This design comes from an exercise in tuning for small area, a short achievable clock period and few clock cycles on the open sky130 flow, not from production work.
Only simulation tests tie the RTL to the original design; equivalence was not proved.

==> flow/design.v <==
module dcpu16_core (
    input  wire        clk,
    input  wire        rst,           
    input  wire        run,           
    input  wire [15:0] run_pc,        
    input  wire [15:0] run_budget,    
    input  wire        wreset,        
    input  wire [3:0]  dbg_sel,       
    input  wire        dbg_we,        
    input  wire [15:0] dbg_wdata,
    output reg  [15:0] dbg_rdata,
    output reg         busy,
    output reg         fault,
    output reg         stalled,
    output reg         mem_req,
    output reg         mem_we,
    output reg  [15:0] mem_addr,
    output reg  [15:0] mem_wdata,
    input  wire        mem_ready,
    input  wire [15:0] mem_rdata
);
    localparam [2:0] X_A = 3'd0,     
                     X_B = 3'd1,     
                     X_C = 3'd2,     
                     X_E = 3'd3,     
                     X_M = 3'd4,     
                     X_W = 3'd5,     
                     X_I = 3'd6,     
                     X_F = 3'd7;     
    localparam [3:0] R_SP = 4'd8, R_PC = 4'd9, R_O = 4'd10;
    reg [15:0] gpr [0:7];
    reg [15:0] sp, pc, o;
    reg [2:0]  st;
    reg        limited;
    reg [15:0] steps_left;
    reg        skip;             
    reg [15:0] q0, q1, q2;
    reg [1:0]  cnt;              
    reg        infl;             
    reg        a_pend;           
    reg [15:0] a_val, b_val, hi;
    reg [2:0]  it;
    reg [1:0]  sh_r, sh_o;       
    function takes_word(input [5:0] f);
        takes_word = (f[5:3] == 3'b010) || (f == 6'h1E) || (f == 6'h1F);
    endfunction
    function is_mem(input [5:0] f);
        is_mem = (f[5:4] == 2'b00 && f[3]) || (f[5:3] == 3'b010) ||
                 (f == 6'h18) || (f == 6'h19) || (f == 6'h1A) || (f == 6'h1E);
    endfunction
    function is_reg(input [5:0] f);
        is_reg = (f[5:3] == 3'b000) || (f == 6'h1B) || (f == 6'h1C) || (f == 6'h1D);
    endfunction
    function [3:0] fidx(input [5:0] f);
        fidx = (f == 6'h1B) ? R_SP : (f == 6'h1C) ? R_PC : (f == 6'h1D) ? R_O : {1'b0, f[2:0]};
    endfunction
    function [16:0] radd(input [15:0] x, input [15:0] y, input ci);
        integer k;
        reg c;
        begin
            c = ci;
            for (k = 0; k < 16; k = k + 1) begin
                radd[k] = x[k] ^ y[k] ^ c;
                c = (x[k] & y[k]) | (c & (x[k] ^ y[k]));
            end
            radd[16] = c;
        end
    endfunction
    function [15:0] rinc(input [15:0] x, input [1:0] k);
        integer j;
        reg c;
        begin
            rinc[0] = x[0] ^ k[0];
            c = x[0] & k[0];
            rinc[1] = x[1] ^ k[1] ^ c;
            c = (x[1] & k[1]) | (c & (x[1] ^ k[1]));
            for (j = 2; j < 16; j = j + 1) begin
                rinc[j] = x[j] ^ c;
                c = x[j] & c;
            end
        end
    endfunction
    function [15:0] rdec(input [15:0] x);
        integer j;
        reg b;
        begin
            b = 1'b1;
            for (j = 0; j < 16; j = j + 1) begin
                rdec[j] = x[j] ^ b;
                b = ~x[j] & b;
            end
        end
    endfunction
    wire [3:0] op  = q0[3:0];
    wire [5:0] fa  = q0[9:4];
    wire [5:0] fb  = q0[15:10];
    wire       nA  = takes_word(fa);
    wire       nB  = takes_word(fb);
    wire [1:0] len = 2'd1 + {1'b0, nA} + {1'b0, nB};
    wire       is_call = (op == 4'h0) && (fa == 6'h01);
    wire       is_rsv  = (op == 4'h0) && (fa != 6'h01);
    wire       is_if   = (op[3:2] == 2'b11);
    wire       is_set  = (op == 4'h1);
    wire       is_iter = (op == 4'h4) || (op == 4'h5) || (op == 4'h6) || (op == 4'h7) || (op == 4'h8);
    wire       is_div  = (op == 4'h5) || (op == 4'h6);
    wire       is_sh   = (op == 4'h7) || (op == 4'h8);
    wire       memA = is_mem(fa);
    wire       memB = is_mem(fb);
    wire       regA = is_reg(fa) && !is_if;
    wire [3:0] ridxA = fidx(fa);
    wire       dst_mem = memA && !is_call && !is_if;
    wire       have_q = (cnt >= len);
    wire       last_adds = (nB ? (is_call && fb[5:3] == 3'b010) : (fa[5:3] == 3'b010));
    wire       have = have_q || (infl && (cnt != 2'd0) && ({1'b0, cnt} + 3'd1 == {1'b0, len}) && !last_adds);
    wire [15:0] e1 = (cnt == 2'd1) ? mem_rdata : q1;
    wire [15:0] e2 = (cnt == 2'd2) ? mem_rdata : q2;
    wire       psa  = ((st == X_A) || (st == X_E)) && !is_call;
    wire [5:0] pf   = psa ? fa : fb;
    wire [3:0] pidx = fidx(pf);
    reg  [15:0] port;
    always @* begin
        case (pidx)
            4'd8:    port = sp;
            4'd9:    port = pc;
            4'd10:   port = o;
            default: port = gpr[pidx[2:0]];
        endcase
    end
    always @* begin
        case (dbg_sel)
            4'd8:    dbg_rdata = sp;
            4'd9:    dbg_rdata = pc;
            4'd10:   dbg_rdata = o;
            default: dbg_rdata = gpr[dbg_sel[2:0]];
        endcase
    end
    wire [15:0] nw  = psa ? e1 : (nA ? e2 : e1);
    wire [15:0] nw_r = psa ? q1 : (nA ? q2 : q1);       
    wire [15:0] pc_na   = rinc(pc, {1'b0, nA});
    wire [15:0] pc_next = rinc(pc, len);
    wire [15:0] pcv = psa ? pc : pc_na;
    wire [15:0] spm = rdec(sp);
    wire [15:0] spp = rinc(sp, 2'd1);
    wire [15:0] anw = port + nw_r;
    reg  [15:0] ov, oaddr;
    always @* begin
        if (pf[5])               ov = {11'd0, pf[4:0]};
        else if (pf == 6'h1F)    ov = nw;
        else if (pf == 6'h1C)    ov = pcv;
        else                     ov = port;
        case (pf)
            6'h18, 6'h19, 6'h1A: oaddr = sp;      
            6'h1E:        oaddr = nw;
            default:      oaddr = pf[4] ? anw[15:0] : port;
        endcase
    end
    wire [15:0] nwB   = nA ? e2 : e1;
    wire [15:0] portB = gpr[fb[2:0]];
    reg  [15:0] ovB2, oaB2;
    always @* begin
        if (fb[5])               ovB2 = {11'd0, fb[4:0]};
        else if (fb == 6'h1F)    ovB2 = nwB;
        else if (fb == 6'h1C)    ovB2 = pc_na;
        else if (fb == 6'h1B)    ovB2 = sp;
        else if (fb == 6'h1D)    ovB2 = o;
        else                     ovB2 = portB;
        case (fb)
            6'h1E:   oaB2 = nwB;
            6'h18, 6'h19, 6'h1A: oaB2 = sp;
            default: oaB2 = portB;
        endcase
    end
    wire        merge = !is_call && !(memA && !is_set) && (fa != 6'h18) && (fa != 6'h1A) &&
                        (fb[5:3] != 3'b010);
    wire [15:0] acur = (st == X_A) ? ov : (st == X_B && a_pend) ? mem_rdata : a_val;
    wire [15:0] bcur = (st == X_C) ? mem_rdata :
                       (st == X_E || st == X_M || st == X_W) ? b_val :
                       (st == X_A && !is_call) ? ovB2 : ov;
    wire [15:0] alu_a = acur;
    wire [15:0] alu_b = bcur;
    wire        alu_add  = (op == 4'h2);
    wire [16:0] as_full  = {1'b0, alu_a} + {1'b0, alu_add ? alu_b : ~alu_b} + {16'd0, !alu_add};
    wire        a_lt_b   = ~as_full[16];                        
    wire        a_gt_b   = as_full[16] & (as_full[15:0] != 16'd0);
    reg  [15:0] res, o_res;
    reg         o_wr, pred;
    reg  [15:0] it_res, it_o;
    always @* begin
        case (op)
            4'h4: begin it_res = b_val; it_o = hi; end
            4'h5: begin it_res = a_val; it_o = 16'd0; end
            4'h6: begin it_res = hi;    it_o = 16'd0; end
            default: begin
                case (sh_r) 2'd0: it_res = 16'd0; 2'd1: it_res = b_val; 2'd2: it_res = hi; default: it_res = a_val; endcase
                case (sh_o) 2'd0: it_o = 16'd0; 2'd1: it_o = b_val; 2'd2: it_o = hi; default: it_o = a_val; endcase
            end
        endcase
    end
    always @* begin
        res   = alu_b;
        o_res = 16'd0;
        o_wr  = 1'b0;
        pred  = 1'b0;
        case (op)
            4'h2: begin res = as_full[15:0]; o_res = {15'd0, ~as_full[16]}; o_wr = 1'b1; end
            4'h3: begin res = as_full[15:0]; o_res = {16{a_gt_b}}; o_wr = 1'b1; end
            4'h4, 4'h5, 4'h6, 4'h7, 4'h8: begin res = it_res; o_res = it_o; o_wr = (op != 4'h6); end
            4'h9: res = alu_a & alu_b;
            4'hA: res = alu_a | alu_b;
            4'hB: res = alu_a ^ alu_b;
            4'hC: pred = (alu_a == alu_b);
            4'hD: pred = (alu_a != alu_b);
            4'hE: pred = a_gt_b;
            4'hF: pred = |(alu_a & alu_b);
            default: ;
        endcase
    end
    wire [16:0] s1 = radd(is_div ? {hi[14:0], a_val[15]} : hi,
                          is_div ? ~b_val : (b_val[0] ? a_val : 16'd0), is_div);
    wire        dt1 = hi[15] | s1[16];
    wire [15:0] dr1 = dt1 ? s1[15:0] : {hi[14:0], a_val[15]};
    wire [15:0] m1h = {s1[16], s1[15:1]};
    wire [16:0] s2 = radd(is_div ? {dr1[14:0], a_val[14]} : m1h,
                          is_div ? ~b_val : (b_val[1] ? a_val : 16'd0), is_div);
    wire        dt2 = dr1[15] | s2[16];
    wire [15:0] dr2 = dt2 ? s2[15:0] : {dr1[14:0], a_val[14]};
    wire [15:0] m2h = {s2[16], s2[15:1]};
    wire        sh_imm  = (|bcur[15:5]) || (bcur == 16'd0);
    wire [3:0]  sh_k    = (op == 4'h7) ? bcur[3:0] : (4'd0 - bcur[3:0]);
    wire        shr_low = !bcur[4] || (bcur[3:0] == 4'd0);     
    reg        x_req, x_we, jfetch;
    reg [15:0] x_addr, x_wdata;
    reg [2:0]  nst;
    reg        fin, callj, do_fault, do_stall, do_end, do_skip, it_start;
    reg        a_ld, a_addr_ld, b_ld, sp_a, sp_b, a_pend_n, bphase;
    reg        r_ld;         
    always @* begin
        nst = st;
        x_req = 1'b0; x_we = 1'b0; jfetch = 1'b0;
        x_addr = oaddr; x_wdata = b_val;
        fin = 1'b0; callj = 1'b0; do_fault = 1'b0; do_stall = 1'b0; do_end = 1'b0;
        do_skip = 1'b0; it_start = 1'b0;
        a_ld = 1'b0; a_addr_ld = 1'b0; b_ld = 1'b0; sp_a = 1'b0; sp_b = 1'b0;
        a_pend_n = 1'b0; bphase = 1'b0; r_ld = 1'b0;
        case (st)
            X_A: begin
                if (skip) begin
                    if (cnt != 2'd0) begin
                        do_skip = 1'b1;
                        if (!have_q) begin
                            x_req = 1'b1; x_addr = pc_next; jfetch = 1'b1;
                        end
                    end
                end else if (limited && steps_left == 16'd0) begin
                    do_end = 1'b1;
                end else if (have) begin
                    if (is_rsv) begin
                        do_stall = 1'b1;
                    end else if (is_call) begin
                        bphase = 1'b1;
                    end else if (merge) begin
                        a_ld = 1'b1; a_addr_ld = 1'b1; bphase = 1'b1;
                    end else if (memA) begin
                        x_req = !is_set;
                        if (is_set || mem_ready) begin
                            a_addr_ld = 1'b1; sp_a = 1'b1; a_pend_n = !is_set; nst = X_B;
                        end
                    end else begin
                        a_ld = 1'b1; nst = X_B;
                    end
                end
            end
            X_B: begin
                a_ld = a_pend;
                bphase = 1'b1;
            end
            X_C: begin
                b_ld = 1'b1;
                if (is_call) callj = 1'b1;
                else if (op == 4'h5 && bcur == 16'd0) do_fault = 1'b1;
                else if (is_iter) it_start = 1'b1;
                else if (dst_mem) begin r_ld = 1'b1; nst = X_E; end
                else fin = 1'b1;
            end
            X_E: begin
                if (dst_mem) begin
                    x_req = 1'b1; x_we = 1'b1; x_addr = aloc; x_wdata = is_iter ? it_res : b_val;
                    fin = mem_ready;
                end else
                    fin = 1'b1;
            end
            X_M: if (it == 3'd7) nst = X_E;
            X_W: begin
                x_req = 1'b1; x_we = 1'b1; x_addr = sp; x_wdata = b_val;
                if (mem_ready) nst = X_A;
            end
            default: ;
        endcase
        if (bphase) begin
            if (memB) begin
                x_req = 1'b1;
                x_addr = (st == X_A && !is_call) ? oaB2 : oaddr;
                if (mem_ready) begin sp_b = is_call; nst = X_C; end
            end else if (is_call) callj = 1'b1;
            else if (op == 4'h5 && bcur == 16'd0) do_fault = 1'b1;
            else if (is_iter) it_start = 1'b1;
            else if (is_if) fin = 1'b1;
            else if (a_pend) begin r_ld = 1'b1; nst = X_E; end
            else if (dst_mem) begin
                x_req = 1'b1; x_we = 1'b1; x_wdata = bcur;
                x_addr = aloc;
                fin = mem_ready;
            end else fin = 1'b1;
        end
        if (callj) begin
            x_req = 1'b1; x_we = 1'b0; x_addr = bcur; jfetch = 1'b1;
            nst = X_W;
        end
        if (it_start) begin
            nst = X_M;
            if (is_sh ? sh_imm : is_div && ((op == 4'h6 && bcur == 16'd0) || a_lt_b))
                nst = X_E;
        end
        if (fin) nst = X_A;
        if (do_fault) nst = X_F;
    end
    wire [15:0] aloc = (fa == 6'h18) ? spm : (fa == 6'h19 || fa == 6'h1A) ? sp : oaddr;
    wire        b_end = (fin || st == X_F) && !is_call;
    wire        pc_dst   = regA && (ridxA == R_PC);
    wire        skip_n   = is_if && !pred;
    wire        last     = limited && (steps_left == 16'd1);
    wire        wr_hit;
    wire        stop     = (st == X_F) || do_stall || do_end ||
                           (do_skip && limited && steps_left == 16'd0) ||
                           (fin && last && !skip_n);
    wire [1:0]  fofs = cnt + {1'b0, infl};           
    wire [15:0] fetch_addr = rinc(pc, (st == X_F) ? {1'b0, nA} + {1'b0, nB} : fofs);
    wire [7:0]  wr_d   = x_addr[7:0] - pc[7:0];
    assign      wr_hit = x_we && (wr_d[7:2] == 6'd0);
    wire pf_req = busy && !x_req && (st != X_F) && !(cnt == 2'd3 || (cnt == 2'd2 && infl));
    always @* begin
        mem_req   = x_req | pf_req;
        mem_we    = x_we;
        mem_addr  = x_req ? x_addr : fetch_addr;
        mem_wdata = x_wdata;
    end
    wire        w_flush = fin ? (pc_dst || wr_hit) : (callj || (do_skip && !have_q) || (st == X_W && wr_hit));
    wire [1:0]  w_take  = (fin || do_skip) ? len : 2'd0;
    wire [1:0]  rem     = cnt - w_take;
    wire        keep_in = infl && (cnt >= w_take);        
    reg  [15:0] nq0, nq1, nq2;
    always @* begin
        case (w_take)
            2'd0: begin nq0 = q0; nq1 = q1; nq2 = q2; end
            2'd1: begin nq0 = q1; nq1 = q2; nq2 = q2; end
            default: begin nq0 = q2; nq1 = q2; nq2 = q2; end
        endcase
        if (keep_in) begin
            case (rem)
                2'd0: nq0 = mem_rdata;
                2'd1: nq1 = mem_rdata;
                default: nq2 = mem_rdata;
            endcase
        end
    end
    wire        h_run = !busy && run;
    wire        h_wrs = !busy && !run && wreset;
    wire        h_dbg = !busy && !run && !wreset && dbg_we;
    wire        rf_fin = fin && regA && !(ridxA == R_O && o_wr);
    wire [3:0]  rf_idx = busy ? ridxA : dbg_sel;
    wire [15:0] rf_wd  = busy ? res : dbg_wdata;
    wire        rf_we  = (busy && rf_fin) || h_dbg;
    always @(posedge clk) begin
        if (rst) begin
            gpr[0] <= 16'd0; gpr[1] <= 16'd0; gpr[2] <= 16'd0; gpr[3] <= 16'd0;
            gpr[4] <= 16'd0; gpr[5] <= 16'd0; gpr[6] <= 16'd0; gpr[7] <= 16'd0;
            sp      <= 16'd0;
            pc      <= 16'd0;
            o       <= 16'd0;
            busy    <= 1'b0;
            fault   <= 1'b0;
            stalled <= 1'b0;
            st      <= X_I;
            limited <= 1'b0;
            steps_left <= 16'd0;
            cnt     <= 2'd0;
            infl    <= 1'b0;
            skip    <= 1'b0;
            a_pend  <= 1'b0;
        end else begin
            if (rf_we && !rf_idx[3]) gpr[rf_idx[2:0]] <= rf_wd;
            if (h_run || h_wrs)                                  sp <= 16'd0;
            else if (rf_we && rf_idx == R_SP)                    sp <= rf_wd;
            else if (callj || (sp_a && fa == 6'h1A) || ((sp_b || b_end) && fb == 6'h1A)) sp <= spm;
            else if ((sp_a && fa == 6'h18) || ((sp_b || b_end) && fb == 6'h18))          sp <= spp;
            if (h_run || h_wrs)                     pc <= run_pc;
            else if (h_dbg && dbg_sel == R_PC)      pc <= dbg_wdata;
            else if (callj)                         pc <= bcur;
            else if (st == X_F)                     pc <= fetch_addr;
            else if (fin && pc_dst)                 pc <= is_set ? res : rinc(res, 2'd1);
            else if (fin || do_skip)                pc <= pc_next;
            if ((fin && o_wr && (st != X_E || is_iter)) || (r_ld && o_wr))
                                                    o <= o_res;
            else if (rf_we && rf_idx == R_O)        o <= rf_wd;
            if (h_run) begin
                if (!fault) begin
                    busy       <= 1'b1;
                    stalled    <= 1'b0;
                    limited    <= (run_budget != 16'd0);
                    steps_left <= run_budget;
                    st         <= X_A;
                    skip       <= 1'b0;
                end
            end else if (h_wrs) begin
                fault   <= 1'b0;
                stalled <= 1'b0;
            end else if (busy) begin
                st <= stop ? X_I : nst;
                if (stop) busy <= 1'b0;
                if (st == X_F) fault <= 1'b1;
                if (do_stall) stalled <= 1'b1;
                if (fin || callj) steps_left <= rdec(steps_left);
                if (fin) skip <= skip_n;
                else if (do_skip) skip <= 1'b0;
            end
            a_pend <= a_pend_n;
            if (it_start)
                a_val <= (is_div && a_lt_b) ? 16'd0 : acur;
            else if (a_ld)
                a_val <= acur;
            else if (st == X_M && is_div)
                a_val <= {a_val[13:0], dt1, dt2};
            if (callj)
                b_val <= pc_next;
            else if (r_ld)
                b_val <= res;
            else if (it_start && is_sh)
                b_val <= 16'd1 << sh_k;
            else if (b_ld || it_start)
                b_val <= bcur;
            else if (st == X_M && !is_div)
                b_val <= {s2[0], s1[0], b_val[15:2]};
            if (it_start)
                hi <= (is_div && a_lt_b) ? acur : 16'd0;
            else if (st == X_M)
                hi <= is_div ? dr2 : m2h;
            it <= (st == X_M) ? it + 3'd1 : 3'd0;
            if (it_start) begin
                if (sh_imm) begin
                    sh_r <= (bcur == 16'd0) ? 2'd3 : 2'd0;
                    sh_o <= 2'd0;
                end else if (op == 4'h7) begin
                    sh_r <= bcur[4] ? 2'd0 : 2'd1;
                    sh_o <= bcur[4] ? 2'd1 : 2'd2;
                end else begin
                    sh_r <= shr_low ? 2'd2 : 2'd0;
                    sh_o <= shr_low ? 2'd1 : 2'd2;
                end
            end
            q0 <= nq0;
            q1 <= nq1;
            q2 <= nq2;
            if (h_run || w_flush) begin
                cnt  <= 2'd0;
                infl <= jfetch && mem_ready;
            end else begin
                cnt  <= (cnt < w_take) ? 2'd0 : rem + {1'b0, keep_in};
                infl <= pf_req && mem_ready;
            end
        end
    end
endmodule
==> flow/run.sh <==
#!/bin/bash
# synth_recipe.tcl (not shown) runs the flow's synth.tcl, then flattens the netlist and writes it again
# the make line also repeats each setting of config.mk as NAME=value (left out here)
make -C /OpenROAD-flow-scripts/flow DESIGN_CONFIG=/design/flow/config.mk WORK_HOME=/design/flow/orfs CLKGATE_MAP_FILE= SYNTH_SCRIPT=/design/flow/synth_recipe.tcl finish
==> flow/config.mk <==
export PLATFORM = sky130hd
export DESIGN_NAME = dcpu16_core
export DESIGN_NICKNAME = dcpu16_core
export VERILOG_FILES = /design/flow/design.v
export SDC_FILE = /design/flow/constraint.sdc
export NUM_CORES = 4
export LEC_CHECK = 0
export CAP_MARGIN = 20
export CORE_MARGIN = 2
export CORE_UTILIZATION = 40
export SLEW_MARGIN = 20
==> flow/constraint.sdc <==
create_clock -name core_clock -period 38.0 [get_ports {clk}]
set_input_delay 7.6000 -clock core_clock [delete_from_list [all_inputs] [get_ports {clk}]]
set_output_delay 7.6000 -clock core_clock [all_outputs]
set_load 0.01 [all_outputs]
==> summary.txt, run 1 <==
- Worst setup path category: in2out
* Met1 Resource Use GR: 59.33%
* Cell at the root of the clock tree: sky130_fd_sc_hd__clkbuf_16
* Total placed cells including tap cells: 5254
- The worst setup path is launched from an input pin.
* Number of CTS-inserted buffers: 40
* Portion of synthesized cell area occupied by the leading cell type: a little over a fifth
- Setup Total Neg Slack: 0 ps
- RePlAce Congestion: 1.115
- Clk pin slew, worst setup/hold paths: around 60 ps
- Based on the critical path, the design can be clocked at up to about 0.053 GHz.
- Startpoint of the most critical hold path: steps_left[2]
- CTS saw 310 sinks.
- The worst path in the final design needs a cycle of 19010 ps, including I/O delays and setup.
- Die Area: about 85000 um^2
- After synthesis the netlist holds a flip-flop and latch count of between 300 and 400.
* R2R Setup Slk: a little under 20000 ps
- Insertion delay of the later-clocked pin in the worst-skew pair: ~640 ps
- Across the run, the number of max-cap violations was 0.
* Slew at the pin with the worst max-slew slack: about 1200 ps
- Buffers placed on the I/O ports in this run total between 100 and 150.
- Post-Synthesis Cell Area: approximately 33000 um^2
* CP endpoint kind: primary output
* RSZ-0062 raised after global routing: false
- Number of nets in the layout: 4521
* Overall die height: between 200 and 300 um
* Hold Violations, Final: 0
* Number of warnings printed during yosys synthesis: 1
- The average instance in the mapped netlist occupies about 8.0 um^2.
- Initial antenna violation count: 13
- Register Area: around 8500 um^2
- Post-CTS setup repair buffer count: 0
- The first routing iteration left 6941 violations.
- Using the TritonRoute via totals, the vias-per-cell ratio works out to about 7.
- Gates resized during post-CTS repair numbered 0.
- Signal arrival time at the worst endpoint: around 11000 ps
* Horizontal die dimension: 292.3 um
- In this run the critical register-to-register path is launched from q0[0].
- Detailed-routing iteration count for the pre-antenna-repair pass: 9
- Number of flops mapped to enable cells by yosys: 231
- Count of different cell masters after synthesis: 110
* Core area: 82240 um^2
- Dividing the detail-routed wire length by the instance count gives approximately 37 um.
- After layout, the worst path uses approximately 50% of the clock period.
- Pins Over Slew Limit: 0
- At the worst endpoint, the required time is approximately 30000 ps.
- The clock tree synthesis step divided the H-tree into 2 levels.
- Detailed Route WL: between 150 and 200 mm
* Final Non-Filler Cells: approximately 5300
- For this configuration, the core starts out at a cell density of about two fifths.
* # hold bufs at CTS: 0
* Worst-path cell chain: clkdlybuf4s50_1 > o221ai_1 > o32a_1 > a21oi_1 > or2_1 > a21oi_1 > nor2_2 > clkinv_1 > o21ai_0 > clkdlybuf4s50_1
* Top-Level Pins: between 100 and 150
- GR Util met2: 61.99%
- After global routing, the most crowded layer is met2.
- The worst register-to-register path ends at hi[9].
- TritonCTS clock tree: yes
* Maximum number of pins on one net before global-route repair: 90
* Maximum single-stage delay on the critical path: 670 ps
* Vias in the first global route: 34463
- The routed layout has 38165 vias.
- On the final layout, the worst clock skew is 60.85 ps.
- The first global-routing pass estimated approximately 270 mm of wire.
- The initialized floorplan defines between 100 and 150 standard-cell rows.
- For this run, the leading register cell type out of synthesis is sky130_fd_sc_hd__edfxtp_1.
- Final standard cell area without fillers: around 38000 um^2
- From synthesis to final layout, the design area changed by 13.22%.
- The largest total area in the synthesized netlist belongs to sky130_fd_sc_hd__edfxtp_1.
- Share of the yosys chip area belonging to registers: roughly a quarter
* Result of the run: no timing/DRC/antenna violations
* Hold endpoint: steps_left[2]
* Critical path's slowest cell: sky130_fd_sc_hd__clkdlybuf4s50_1
* Number of routed nets with antenna violations: 0
- Number of fill cells: just over 8000
* Count of endpoints failing setup in the final report: 0
- Largest fanout on the critical path: 9
- Summing all multi-input logic gate instances after layout gives 23240 um^2.
- Measured in cells, the most critical reg-to-reg path has a length of 50.
* Largest cells by area after synthesis: sky130_fd_sc_hd__edfxtp_1 (21%), sky130_fd_sc_hd__ha_1 (6.9%), sky130_fd_sc_hd__nand2_1 (6.4%)
- In the global route stage, met3 resource usage came out at around 16%.
- Counting instances, the worst hold path has a depth of 2.
- Relative slew slack: 16.86%
- HPWL Detailed: about 150 mm
- The min-delay analysis places its worst path in the category reg2reg.
- Once placement finished, the instance area stood at approximately 36000 um^2.
- DRC violations left: 0
- After technology mapping, the gate count stands at 4180.
- In the final layout, the share of cells above drive strength 1 is 11.94%.
- Synthesized net count: 4474
- Global Route Usage Sum: 44.80%
* CTS max path bufs: 3
- After synthesis, the share of flip-flops with an asynchronous set or reset is 0%.
- Summed over all layers, the global routing overflow is 0.
- Final Hold Slack: 496.7 ps
[per-layer routing]
metal,up-vias,wire (um)
li1,15860,-
met1,18307,75590
met2,3257,77980
met3,733,29400
met4,8,15770
met5,-,46
[cells in the final DEF (no fill, tap or decap), types with 23 or more instances in the layout]
cell | Yosys | layout
sky130_fd_sc_hd__a221oi_1 | 71 | 70
sky130_fd_sc_hd__o22a_1 | 28 | 28
sky130_fd_sc_hd__nand2_1 | 563 | 562
sky130_fd_sc_hd__a21o_1 | 35 | 35
sky130_fd_sc_hd__o21ai_0 | 325 | 325
sky130_fd_sc_hd__nor4_1 | 28 | 24
sky130_fd_sc_hd__mux2i_1 | 130 | 117
sky130_fd_sc_hd__nor2_1 | 509 | 500
sky130_fd_sc_hd__nand4_1 | 23 | 23
sky130_fd_sc_hd__edfxtp_1 | 231 | 231
sky130_fd_sc_hd__inv_1 | 114 | 113
sky130_fd_sc_hd__nor3_1 | 74 | 70
sky130_fd_sc_hd__o21a_1 | 27 | 27
sky130_fd_sc_hd__a31oi_1 | 42 | 42
sky130_fd_sc_hd__clkdlybuf4s50_1 | 0 | 123
sky130_fd_sc_hd__mux4_2 | 64 | 64
sky130_fd_sc_hd__and3_1 | 30 | 30
sky130_fd_sc_hd__ha_1 | 184 | 184
sky130_fd_sc_hd__clkbuf_16 | 0 | 40
sky130_fd_sc_hd__a22oi_1 | 66 | 66
sky130_fd_sc_hd__nand2b_1 | 29 | 29
sky130_fd_sc_hd__o211ai_1 | 75 | 75
sky130_fd_sc_hd__nand3_1 | 68 | 68
sky130_fd_sc_hd__and2_1 | 24 | 24
sky130_fd_sc_hd__dfxtp_1 | 79 | 77
sky130_fd_sc_hd__buf_4 | 8 | 198
sky130_fd_sc_hd__a21oi_1 | 283 | 280
sky130_fd_sc_hd__o21ai_1 | 40 | 37
sky130_fd_sc_hd__fa_1 | 36 | 36
sky130_fd_sc_hd__o221ai_1 | 44 | 44
sky130_fd_sc_hd__o22ai_1 | 94 | 94
sky130_fd_sc_hd__a211oi_1 | 71 | 70
sky130_fd_sc_hd__mux2_2 | 63 | 63
sky130_fd_sc_hd__xnor2_1 | 45 | 45
[worst max-delay path: cells and delay by family]
| kind | cells | cell delay, ps |
|---|---|---|
| AO/OA/AOI/OAI | 5 | 1550 |
| buffers and inverters | 3 | 1650 |
| AND/OR/NAND/NOR | 2 | 600 |
[per-stage QoR]
| step | util [%] | setup WS, ps |
|---|---|---|
| CTS | 45.71 | 19170 |
| global route | 45.74 | 18560 |
| global placement | 44.07 | 19360 |
| detailed placement | 44.11 | 19180 |
| finish | 45.77 | 18990 |
| floorplan | - | 19560 |
[flip-flops by register name, indices dropped and copies added (netlist names), named ones only]
signal,count
sh_r,2
steps_left,16
infl,1
stalled,1
sh_o,2
o,16
sp,16
skip,1
it,3
q2,16
q0,16
st,3
limited,1
q1,16
busy,1
a_val,16
cnt,2
pc,16
fault,1
a_pend,1
hi,16
b_val,16
gpr,128
[cell usage after synthesis, drive strengths merged, types with 35 or more instances]
cell    count
a211oi     73
a21o       35
a21oi     285
a221oi     72
a22oi      67
a31oi      43
buf        53
clkbuf    268
dfxtp      79
edfxtp    231
fa         36
ha        184
inv       118
mux2       63
mux2i     130
mux4       64
nand2     563
nand3      69
nor2      512
nor3       75
o211ai     78
o21ai     366
o221ai     46
o22ai      95
xnor2      46
[final cells by class]
cell class | count | area share (%)
Multi-Input combinational cell | 3430 | 61.73
Antenna cell | 11 | 0.07312
Inverter | 119 | 1.187
Clock buffer | 48 | 2.792
Tap cell | 1070 | 3.556
Sequential cell | 310 | 22.63
Timing Repair Buffer | 326 | 7.329
Clock inverter | 22 | 0.6980
[logic make-up after synthesis]
logic type | share of synthesized area [%]
AOI/OAI and AO/OA | 28.69
adders and majority gates | 9.122
DFF | 25.62
xor gates and xnor gates | 1.742
and+or+nand+nor | 19.25
buffers and inverters | 5.201
muxes | 10.38
[worst max path at each step]
| stage | start | end | slack (ps) | cells past startpoint |
|---|---|---|---|---|
| final | mem_rdata[0] | mem_wdata[0] | 18990 | 10 |
| after global routing | q0[0] | hi[14] | 18560 | 50 |
| after CTS | mem_rdata[0] | mem_wdata[0] | 19170 | 10 |
| after detailed placement | mem_rdata[0] | mem_wdata[0] | 19180 | 10 |
| after global placement | mem_rdata[0] | mem_wdata[0] | 19360 | 10 |
| after floorplan | q0[2] | hi[14] | 19560 | 55 |
Testbench counts, summed over its fixed seeds: cycles 139,866.
==> inputs of run 2 (changes only) <==
--- a/flow/design.v
+++ b/flow/design.v
@@ -40,6 +40,7 @@
     reg        a_pend;           
     reg [15:0] a_val, b_val, hi;
     reg [2:0]  it;
+    reg        mshort;           
     reg [1:0]  sh_r, sh_o;       
     function takes_word(input [5:0] f);
         takes_word = (f[5:3] == 3'b010) || (f == 6'h1E) || (f == 6'h1F);
@@ -109,11 +110,6 @@
     wire       regA = is_reg(fa) && !is_if;
     wire [3:0] ridxA = fidx(fa);
     wire       dst_mem = memA && !is_call && !is_if;
-    wire       have_q = (cnt >= len);
-    wire       last_adds = (nB ? (is_call && fb[5:3] == 3'b010) : (fa[5:3] == 3'b010));
-    wire       have = have_q || (infl && (cnt != 2'd0) && ({1'b0, cnt} + 3'd1 == {1'b0, len}) && !last_adds);
-    wire [15:0] e1 = (cnt == 2'd1) ? mem_rdata : q1;
-    wire [15:0] e2 = (cnt == 2'd2) ? mem_rdata : q2;
     wire       psa  = ((st == X_A) || (st == X_E)) && !is_call;
     wire [5:0] pf   = psa ? fa : fb;
     wire [3:0] pidx = fidx(pf);
@@ -126,22 +122,25 @@
             default: port = gpr[pidx[2:0]];
         endcase
     end
+    wire [10:0] dsel;
+    genvar gi;
+    generate for (gi = 0; gi < 11; gi = gi + 1) begin : g_dsel
+        assign dsel[gi] = (dbg_sel == gi);
+    end endgenerate
     always @* begin
-        case (dbg_sel)
-            4'd8:    dbg_rdata = sp;
-            4'd9:    dbg_rdata = pc;
-            4'd10:   dbg_rdata = o;
-            default: dbg_rdata = gpr[dbg_sel[2:0]];
-        endcase
+        dbg_rdata = ({16{dsel[0]}} & gpr[0]) | ({16{dsel[1]}} & gpr[1]) |
+                    ({16{dsel[2]}} & gpr[2]) | ({16{dsel[3]}} & gpr[3]) |
+                    ({16{dsel[4]}} & gpr[4]) | ({16{dsel[5]}} & gpr[5]) |
+                    ({16{dsel[6]}} & gpr[6]) | ({16{dsel[7]}} & gpr[7]) |
+                    ({16{dsel[8]}} & sp) | ({16{dsel[9]}} & pc) | ({16{dsel[10]}} & o);
     end
-    wire [15:0] nw  = psa ? e1 : (nA ? e2 : e1);
-    wire [15:0] nw_r = psa ? q1 : (nA ? q2 : q1);       
+    wire [15:0] nw  = psa ? q1 : (nA ? q2 : q1);
     wire [15:0] pc_na   = rinc(pc, {1'b0, nA});
     wire [15:0] pc_next = rinc(pc, len);
     wire [15:0] pcv = psa ? pc : pc_na;
     wire [15:0] spm = rdec(sp);
     wire [15:0] spp = rinc(sp, 2'd1);
-    wire [15:0] anw = port + nw_r;
+    wire [15:0] anw = port + nw;
     reg  [15:0] ov, oaddr;
     always @* begin
         if (pf[5])               ov = {11'd0, pf[4:0]};
@@ -154,7 +153,7 @@
             default:      oaddr = pf[4] ? anw[15:0] : port;
         endcase
     end
-    wire [15:0] nwB   = nA ? e2 : e1;
+    wire [15:0] nwB   = nA ? q2 : q1;
     wire [15:0] portB = gpr[fb[2:0]];
     reg  [15:0] ovB2, oaB2;
     always @* begin
@@ -172,10 +171,23 @@
     end
     wire        merge = !is_call && !(memA && !is_set) && (fa != 6'h18) && (fa != 6'h1A) &&
                         (fb[5:3] != 3'b010);
-    wire [15:0] acur = (st == X_A) ? ov : (st == X_B && a_pend) ? mem_rdata : a_val;
-    wire [15:0] bcur = (st == X_C) ? mem_rdata :
-                       (st == X_E || st == X_M || st == X_W) ? b_val :
-                       (st == X_A && !is_call) ? ovB2 : ov;
+    wire       have_q = (cnt >= len);
+    wire       bp_ok  = nB ? ((!merge && !is_call) || (fb == 6'h1F && !(merge && dst_mem)) ||
+                              (fb == 6'h1E && (merge || is_call)))
+                           : (fa == 6'h1F || fa == 6'h1E);
+    wire       rd_out = (st == X_C && is_call) ||
+                        (st == X_A && have && !have_q && !skip && !is_rsv &&
+                         !(limited && steps_left == 16'd0) &&
+                         ((!nB && fa == 6'h1E && !(merge && memB)) ||
+                          (nB && fb == 6'h1E && (merge || is_call)) ||
+                          (nB && fb == 6'h1F && is_call)));
+    wire       have = have_q || (infl && (cnt != 2'd0) && ({1'b0, cnt} + 3'd1 == {1'b0, len}) && bp_ok);
+    wire       bpA  = !have_q && !nB;        
+    wire       bpB  = !have_q && nB;         
+    wire [15:0] acur = (st == X_A) ? (bpA ? mem_rdata : ov) : (st == X_B && a_pend) ? mem_rdata : a_val;
+    wire [15:0] bcur_q = (st == X_E || st == X_M || st == X_W) ? b_val :
+                         (st == X_A && !is_call) ? ovB2 : ov;
+    wire [15:0] bcur = (st == X_C || (st == X_A && bpB)) ? mem_rdata : bcur_q;
     wire [15:0] alu_a = acur;
     wire [15:0] alu_b = bcur;
     wire        alu_add  = (op == 4'h2);
@@ -184,15 +196,17 @@
     wire        a_gt_b   = as_full[16] & (as_full[15:0] != 16'd0);
     reg  [15:0] res, o_res;
     reg         o_wr, pred;
+    wire [15:0] plo = mshort ? {hi[7:0], b_val[15:8]} : b_val;
+    wire [15:0] phi = mshort ? {8'd0, hi[15:8]} : hi;
     reg  [15:0] it_res, it_o;
     always @* begin
         case (op)
-            4'h4: begin it_res = b_val; it_o = hi; end
+            4'h4: begin it_res = plo; it_o = phi; end
             4'h5: begin it_res = a_val; it_o = 16'd0; end
             4'h6: begin it_res = hi;    it_o = 16'd0; end
             default: begin
-                case (sh_r) 2'd0: it_res = 16'd0; 2'd1: it_res = b_val; 2'd2: it_res = hi; default: it_res = a_val; endcase
-                case (sh_o) 2'd0: it_o = 16'd0; 2'd1: it_o = b_val; 2'd2: it_o = hi; default: it_o = a_val; endcase
+                case (sh_r) 2'd0: it_res = 16'd0; 2'd1: it_res = plo; 2'd2: it_res = phi; default: it_res = a_val; endcase
+                case (sh_o) 2'd0: it_o = 16'd0; 2'd1: it_o = plo; 2'd2: it_o = phi; default: it_o = a_val; endcase
             end
         endcase
     end
@@ -215,13 +229,13 @@
             default: ;
         endcase
     end
-    wire [16:0] s1 = radd(is_div ? {hi[14:0], a_val[15]} : hi,
-                          is_div ? ~b_val : (b_val[0] ? a_val : 16'd0), is_div);
+    wire [16:0] s1 = {1'b0, is_div ? {hi[14:0], a_val[15]} : hi} +
+                     {1'b0, is_div ? ~b_val : (b_val[0] ? a_val : 16'd0)} + {16'd0, is_div};
     wire        dt1 = hi[15] | s1[16];
     wire [15:0] dr1 = dt1 ? s1[15:0] : {hi[14:0], a_val[15]};
     wire [15:0] m1h = {s1[16], s1[15:1]};
-    wire [16:0] s2 = radd(is_div ? {dr1[14:0], a_val[14]} : m1h,
-                          is_div ? ~b_val : (b_val[1] ? a_val : 16'd0), is_div);
+    wire [16:0] s2 = {1'b0, is_div ? {dr1[14:0], a_val[14]} : m1h} +
+                     {1'b0, is_div ? ~b_val : (b_val[1] ? a_val : 16'd0)} + {16'd0, is_div};
     wire        dt2 = dr1[15] | s2[16];
     wire [15:0] dr2 = dt2 ? s2[15:0] : {dr1[14:0], a_val[14]};
     wire [15:0] m2h = {s2[16], s2[15:1]};
@@ -307,13 +321,13 @@
             else if (is_if) fin = 1'b1;
             else if (a_pend) begin r_ld = 1'b1; nst = X_E; end
             else if (dst_mem) begin
-                x_req = 1'b1; x_we = 1'b1; x_wdata = bcur;
+                x_req = 1'b1; x_we = 1'b1; x_wdata = bcur_q;
                 x_addr = aloc;
                 fin = mem_ready;
             end else fin = 1'b1;
         end
         if (callj) begin
-            x_req = 1'b1; x_we = 1'b0; x_addr = bcur; jfetch = 1'b1;
+            x_req = 1'b1; x_we = 1'b0; x_addr = bcur_q; jfetch = 1'b1;    
             nst = X_W;
         end
         if (it_start) begin
@@ -335,13 +349,13 @@
                            (fin && last && !skip_n);
     wire [1:0]  fofs = cnt + {1'b0, infl};           
     wire [15:0] fetch_addr = rinc(pc, (st == X_F) ? {1'b0, nA} + {1'b0, nB} : fofs);
-    wire [7:0]  wr_d   = x_addr[7:0] - pc[7:0];
+    wire [7:0]  wr_d   = (rd_out ? mem_rdata[7:0] : x_addr[7:0]) - pc[7:0];
     assign      wr_hit = x_we && (wr_d[7:2] == 6'd0);
     wire pf_req = busy && !x_req && (st != X_F) && !(cnt == 2'd3 || (cnt == 2'd2 && infl));
     always @* begin
         mem_req   = x_req | pf_req;
         mem_we    = x_we;
-        mem_addr  = x_req ? x_addr : fetch_addr;
+        mem_addr  = rd_out ? mem_rdata : x_req ? x_addr : fetch_addr;
         mem_wdata = x_wdata;
     end
     wire        w_flush = fin ? (pc_dst || wr_hit) : (callj || (do_skip && !have_q) || (st == X_W && wr_hit));
@@ -444,7 +458,11 @@
                 hi <= (is_div && a_lt_b) ? acur : 16'd0;
             else if (st == X_M)
                 hi <= is_div ? dr2 : m2h;
-            it <= (st == X_M) ? it + 3'd1 : 3'd0;
+            if (it_start) begin
+                mshort <= is_sh ? !sh_k[3] : (op == 4'h4) && (bcur[15:8] == 8'd0);
+                it     <= (is_sh ? !sh_k[3] : (op == 4'h4) && (bcur[15:8] == 8'd0)) ? 3'd4 : 3'd0;
+            end else if (st == X_M)
+                it <= it + 3'd1;
             if (it_start) begin
                 if (sh_imm) begin
                     sh_r <= (bcur == 16'd0) ? 2'd3 : 2'd0;
==> run 2 against run 1 <==
Count of clock-buffer cells in the layout stayed put. Critical path depth is 22 higher. Register-to-register slack gained 6800 ps. First-iteration DRC count is 4.4% higher. Global-route usage is 0.18 points higher. Flip-flop and latch count rose by 1. Die area rose by 2.6%. Fmax grew 2.3%. Critical path type is now reg2out. Critical endpoint is now mem_addr[10]. Largest cell class unchanged.
==> summary.txt, run 2 <==
* Result of the run: no timing/DRC/antenna violations
* Complex-gate fraction of the synthesized area: roughly 30%
- Initial antenna violation count: 23
- The library cell used most frequently in the layout, excluding fill and tap cells, is sky130_fd_sc_hd__nand2_1.
- Insertion delay of the later-clocked pin in the worst-skew pair: roughly 650 ps
* TritonCTS clock tree: yes
- Setup repair after global routing left no endpoint under its margin.
- Post-CTS setup repair buffer count: 0
- Static timing analysis puts the maximum clock frequency at between 0.05 and 0.06 GHz.
* Clk pin slew, worst setup/hold paths: roughly 60 ps
- RePlAce Congestion: 1.133
- Vias/cell: between 7 and 8
- Maximum single-stage delay on the critical path: approximately 800 ps
- For this block, the initial DRC count from the detailed router was a little over 7000.
- Largest family of logic cells by synthesized area: compound AO/OA/AOI/OAI gates
- Setup Total Neg Slack: 0 ps
- Max FFs per register: between 100 and 150
- Signal arrival time at the worst endpoint: approximately 11000 ps
- Post-synthesis xor/xnor area fraction: under 10%
- Per-instance average area after synthesis: between 7 and 8 um^2
- The cell area that synthesis handed to floorplanning was ~34000 um^2.
- First-pass GRT wire length: 279.6 mm
- The synthesized design contains roughly 230 enable-type register cells.
- Critical path's slowest cell: sky130_fd_sc_hd__o211a_1
* Detailed-routing iteration count for the pre-antenna-repair pass: 9
- Total area of multi-input combinational cells: 24010 um^2
- The layout has ~8600 filler cells.
- Critical path required time: 30400 ps
* Synthesized net count: 4671
- The number of global-route vias before repair is ~35000.
* CP endpoint kind: primary output
- Detailed Route WL: about 200 mm
* Number of CTS-inserted buffers: 41
* Largest cells by area after synthesis: sky130_fd_sc_hd__edfxtp_1 (20%), sky130_fd_sc_hd__ha_1 (8.0%), sky130_fd_sc_hd__nand2_1 (5.9%)
- Register Area: between 8000 and 9000 um^2
- Critical R2R Launch: q0[1]
* Fraction of final layout cells with drive strength greater than 1: about an eighth
- Average wire length per cell after detail routing: between 30 and 40 um
- Register with the most flip-flops: gpr
- Pins Over Slew Limit: 0
- Post-synthesis share of cell area spent on and, or, nand and nor gates: between 15 and 20%
* Worst hold path type: reg2reg
* CTS H-tree lvls: 2
- Multiplexer share of the synthesized area: about a tenth
- Dominant register cell in the synthesized netlist: sky130_fd_sc_hd__edfxtp_1
- The final hold violation count is 0.
* Share of the yosys chip area belonging to registers: between 20 and 30%
* Quantity of I/O buffers inserted on ports: around 130
* CTS max path bufs: 3
- Share of synthesized cell area in full adder, half adder and majority cells: 8.548%
* Number of routed nets with antenna violations: 0
* Number of gates resized after cts: 0
* Count of different cell masters after synthesis: 109
- The critical path in this run is classified as reg2out.
- Global routing consumed, over all layers together, between 40% and 50% of the routing resources.
- R2R Setup Slk: around 26000 ps
- Synthesis handed over a netlist of 4370 instances.
* DRC violations left: 0
* Worst-case reg-to-reg path depth: 42
- STA classifies the critical path startpoint as a register.
- For this run, the number of Yosys warnings is 1.
* Synth Register Bits: 311
- In this run the horizontal extent of the chip is about 300 um.
- Top-Level Pins: roughly 130
- Headroom to the max-slew limit came out at 10.32%.
- Overall die height: a little under 300 um
- The floorplan step defined a die boundary enclosing a little under 90000 um^2.
- Core occupancy in the finished layout: a little under half
- Entering global routing, the biggest net connects 85 pins.
- The worst hold path terminates at fault.
- The clock arrives with between 40 and 50 ps of skew.
* Startpoint of the most critical hold path: fault
- Most prevalent standard cell on the critical path: sky130_fd_sc_hd__o21ai_0
* Initial core utilization: between 40% and 50%
* Cell taking the most area after synthesis: sky130_fd_sc_hd__edfxtp_1
* Highest-count cells in the layout ignoring fill and taps: sky130_fd_sc_hd__nand2_1 (535), sky130_fd_sc_hd__nor2_1 (499), sky130_fd_sc_hd__o21ai_0 (353), sky130_fd_sc_hd__a21oi_1 (315), sky130_fd_sc_hd__edfxtp_1 (232)
- Final Hold Slack: 492.7 ps
- At the pin with the least slew margin, the transition time is approximately 1300 ps.
- Max-cap violations in this run came to 0.
- Leading post-synthesis cells by instance count: sky130_fd_sc_hd__nand2_1 (535), sky130_fd_sc_hd__nor2_1 (506), sky130_fd_sc_hd__o21ai_0 (353)
- Hold repair after CTS inserted 0 buffers.
- Largest fanout on the critical path: 22
- In this run the critical register-to-register path is captured at hi[3].
* Worst Hold Path Cells: 2
- Detailed placement ended at an HPWL of approximately 160 mm.
- Total via count after detailed routing: 39789
- Global routing finished with a remaining overflow of 0.
- By instance count, the leading cell after synthesis is sky130_fd_sc_hd__nand2_1.
* Cell at the root of the clock tree: sky130_fd_sc_hd__clkbuf_16
- The worst path needs approximately 19000 ps of the cycle, external delays included.
- The share of synthesized area in the top cell type comes to roughly a fifth.
- Clock sink total: between 300 and 400
- Layout area overhead: 14.02%
- Number of nets in the layout: approximately 4700
- In this run the core area contains around 110 standard-cell rows.
* Async set or reset register ratio after synthesis: 0%
- The worst path uses about half of the clock period.
- Count of endpoints failing setup in the final report: 0
* Core area: roughly 85000 um^2
## run 2: cell types whose count changed after synthesis, sizes merged, moves of 27 or more
cell | before | now
nand2 | 563 | 536
mux4 | 64 | 32
a21oi | 285 | 322
nand3 | 69 | 114
ha | 184 | 218
fa | 36 | 9
mux2i | 130 | 170
inv | 118 | 153
## run 2: worst max path at each step
stage / startpoint / to / slack [ps] / cells after the start
2_1_floorplan: dbg_sel[2] / dbg_rdata[5] / 21350 / 7
3_3_place_gp: dbg_sel[1] / dbg_rdata[1] / 19680 / 8
3_5_place_dp: dbg_sel[2] / dbg_rdata[5] / 19860 / 7
4_1_cts: dbg_sel[2] / dbg_rdata[5] / 19850 / 7
5_1_grt: q0[2] / mem_addr[14] / 19190 / 32
6_report: q0[2] / mem_addr[10] / 19420 / 32
## run 2: cell families after synthesis
group / Yosys count
AOI/OAI and AO/OA: 1504
and+or+nand+nor: 1479
buffers and inverters: 476
DFF: 311
muxes: 291
adders and majority gates: 228
xor gates and xnor gates: 81
## run 2: critical path: cells and delay by family, from the launching register on
| kind | cells | cell delay [ps] |
|---|---|---|
| AO/OA/AOI/OAI | 14 | 4390 |
| AND/OR/NAND/NOR | 10 | 2890 |
| buffers and inverters | 4 | 1250 |
| adder cells (fa/ha/maj) | 3 | 970 |
| flip-flops | 1 | 490 |
| multiplexers | 1 | 370 |
## run 2: through the flow
step | instance area (um^2) | worst slack, ps | cells
5_1_grt | 38890 | 19190 | 5610
3_5_place_dp | 37380 | 19860 | 5530
3_3_place_gp | 37350 | 19680 | 5529
6_report | 38920 | 19420 | 5623
2_1_floorplan | 34130 | 21350 | 4370
4_1_cts | 38820 | 19850 | 5606
## run 2: per-layer routing
layer	up-vias	GRT usage, %	routed length [um]
li1	16639	-	-
met4	12	28.63	16220
met5	-	0.8869	107
met2	3368	60.65	77800
met3	705	16.71	31020
met1	19065	59.68	78090
## run 2: cell type report
| cell class | instances | share of cell area (%) |
|---|---|---|
| inverters | 157 | 1.514 |
| diodes | 14 | 0.09002 |
| multi-input cells | 3583 | 61.68 |
| flip-flops and latches | 311 | 21.97 |
| well taps | 1144 | 3.678 |
| repair buffers | 338 | 7.375 |
| clock inverters | 28 | 0.9870 |
| clock buffers | 48 | 2.704 |
Testbench counts of run 2, summed over its fixed seeds: cycles 134,814.

[port drivers added, routing unchanged]
How much do the figures lean on ideal ports? The routed layouts below were timed once more, with nothing changed but the port constraints.
Step 1 assumes that a clkbuf_16 drives the clock port and a buf_2 every other input.
Step 2 also shifts input and output timing later by t, the mid clock arrival at the registers, as if the neighbouring blocks saw the same clock.
a / b / c = ideal ports / drivers / drivers and shift; a / b = the first two.
run | t (ns) | slack for setup (ns) | clock arrival spread, ns | slew at the worst register clock pin (ns) | worst data-port slew with drivers (ns)
run 1 | 0.678 | 18.992 / 18.947 / 18.947 | 0.061 / 0.061 | 0.06 / 0.06 | 0.07
run 2 | 0.698 | 19.419 / 19.345 / 19.874 | 0.044 / 0.044 | 0.08 / 0.08 | 0.05
After both steps every run listed still meets setup and hold. The setup slack of run 1, which loses most, moves by -0.045 ns with the drivers and by -0.045 ns with both steps.
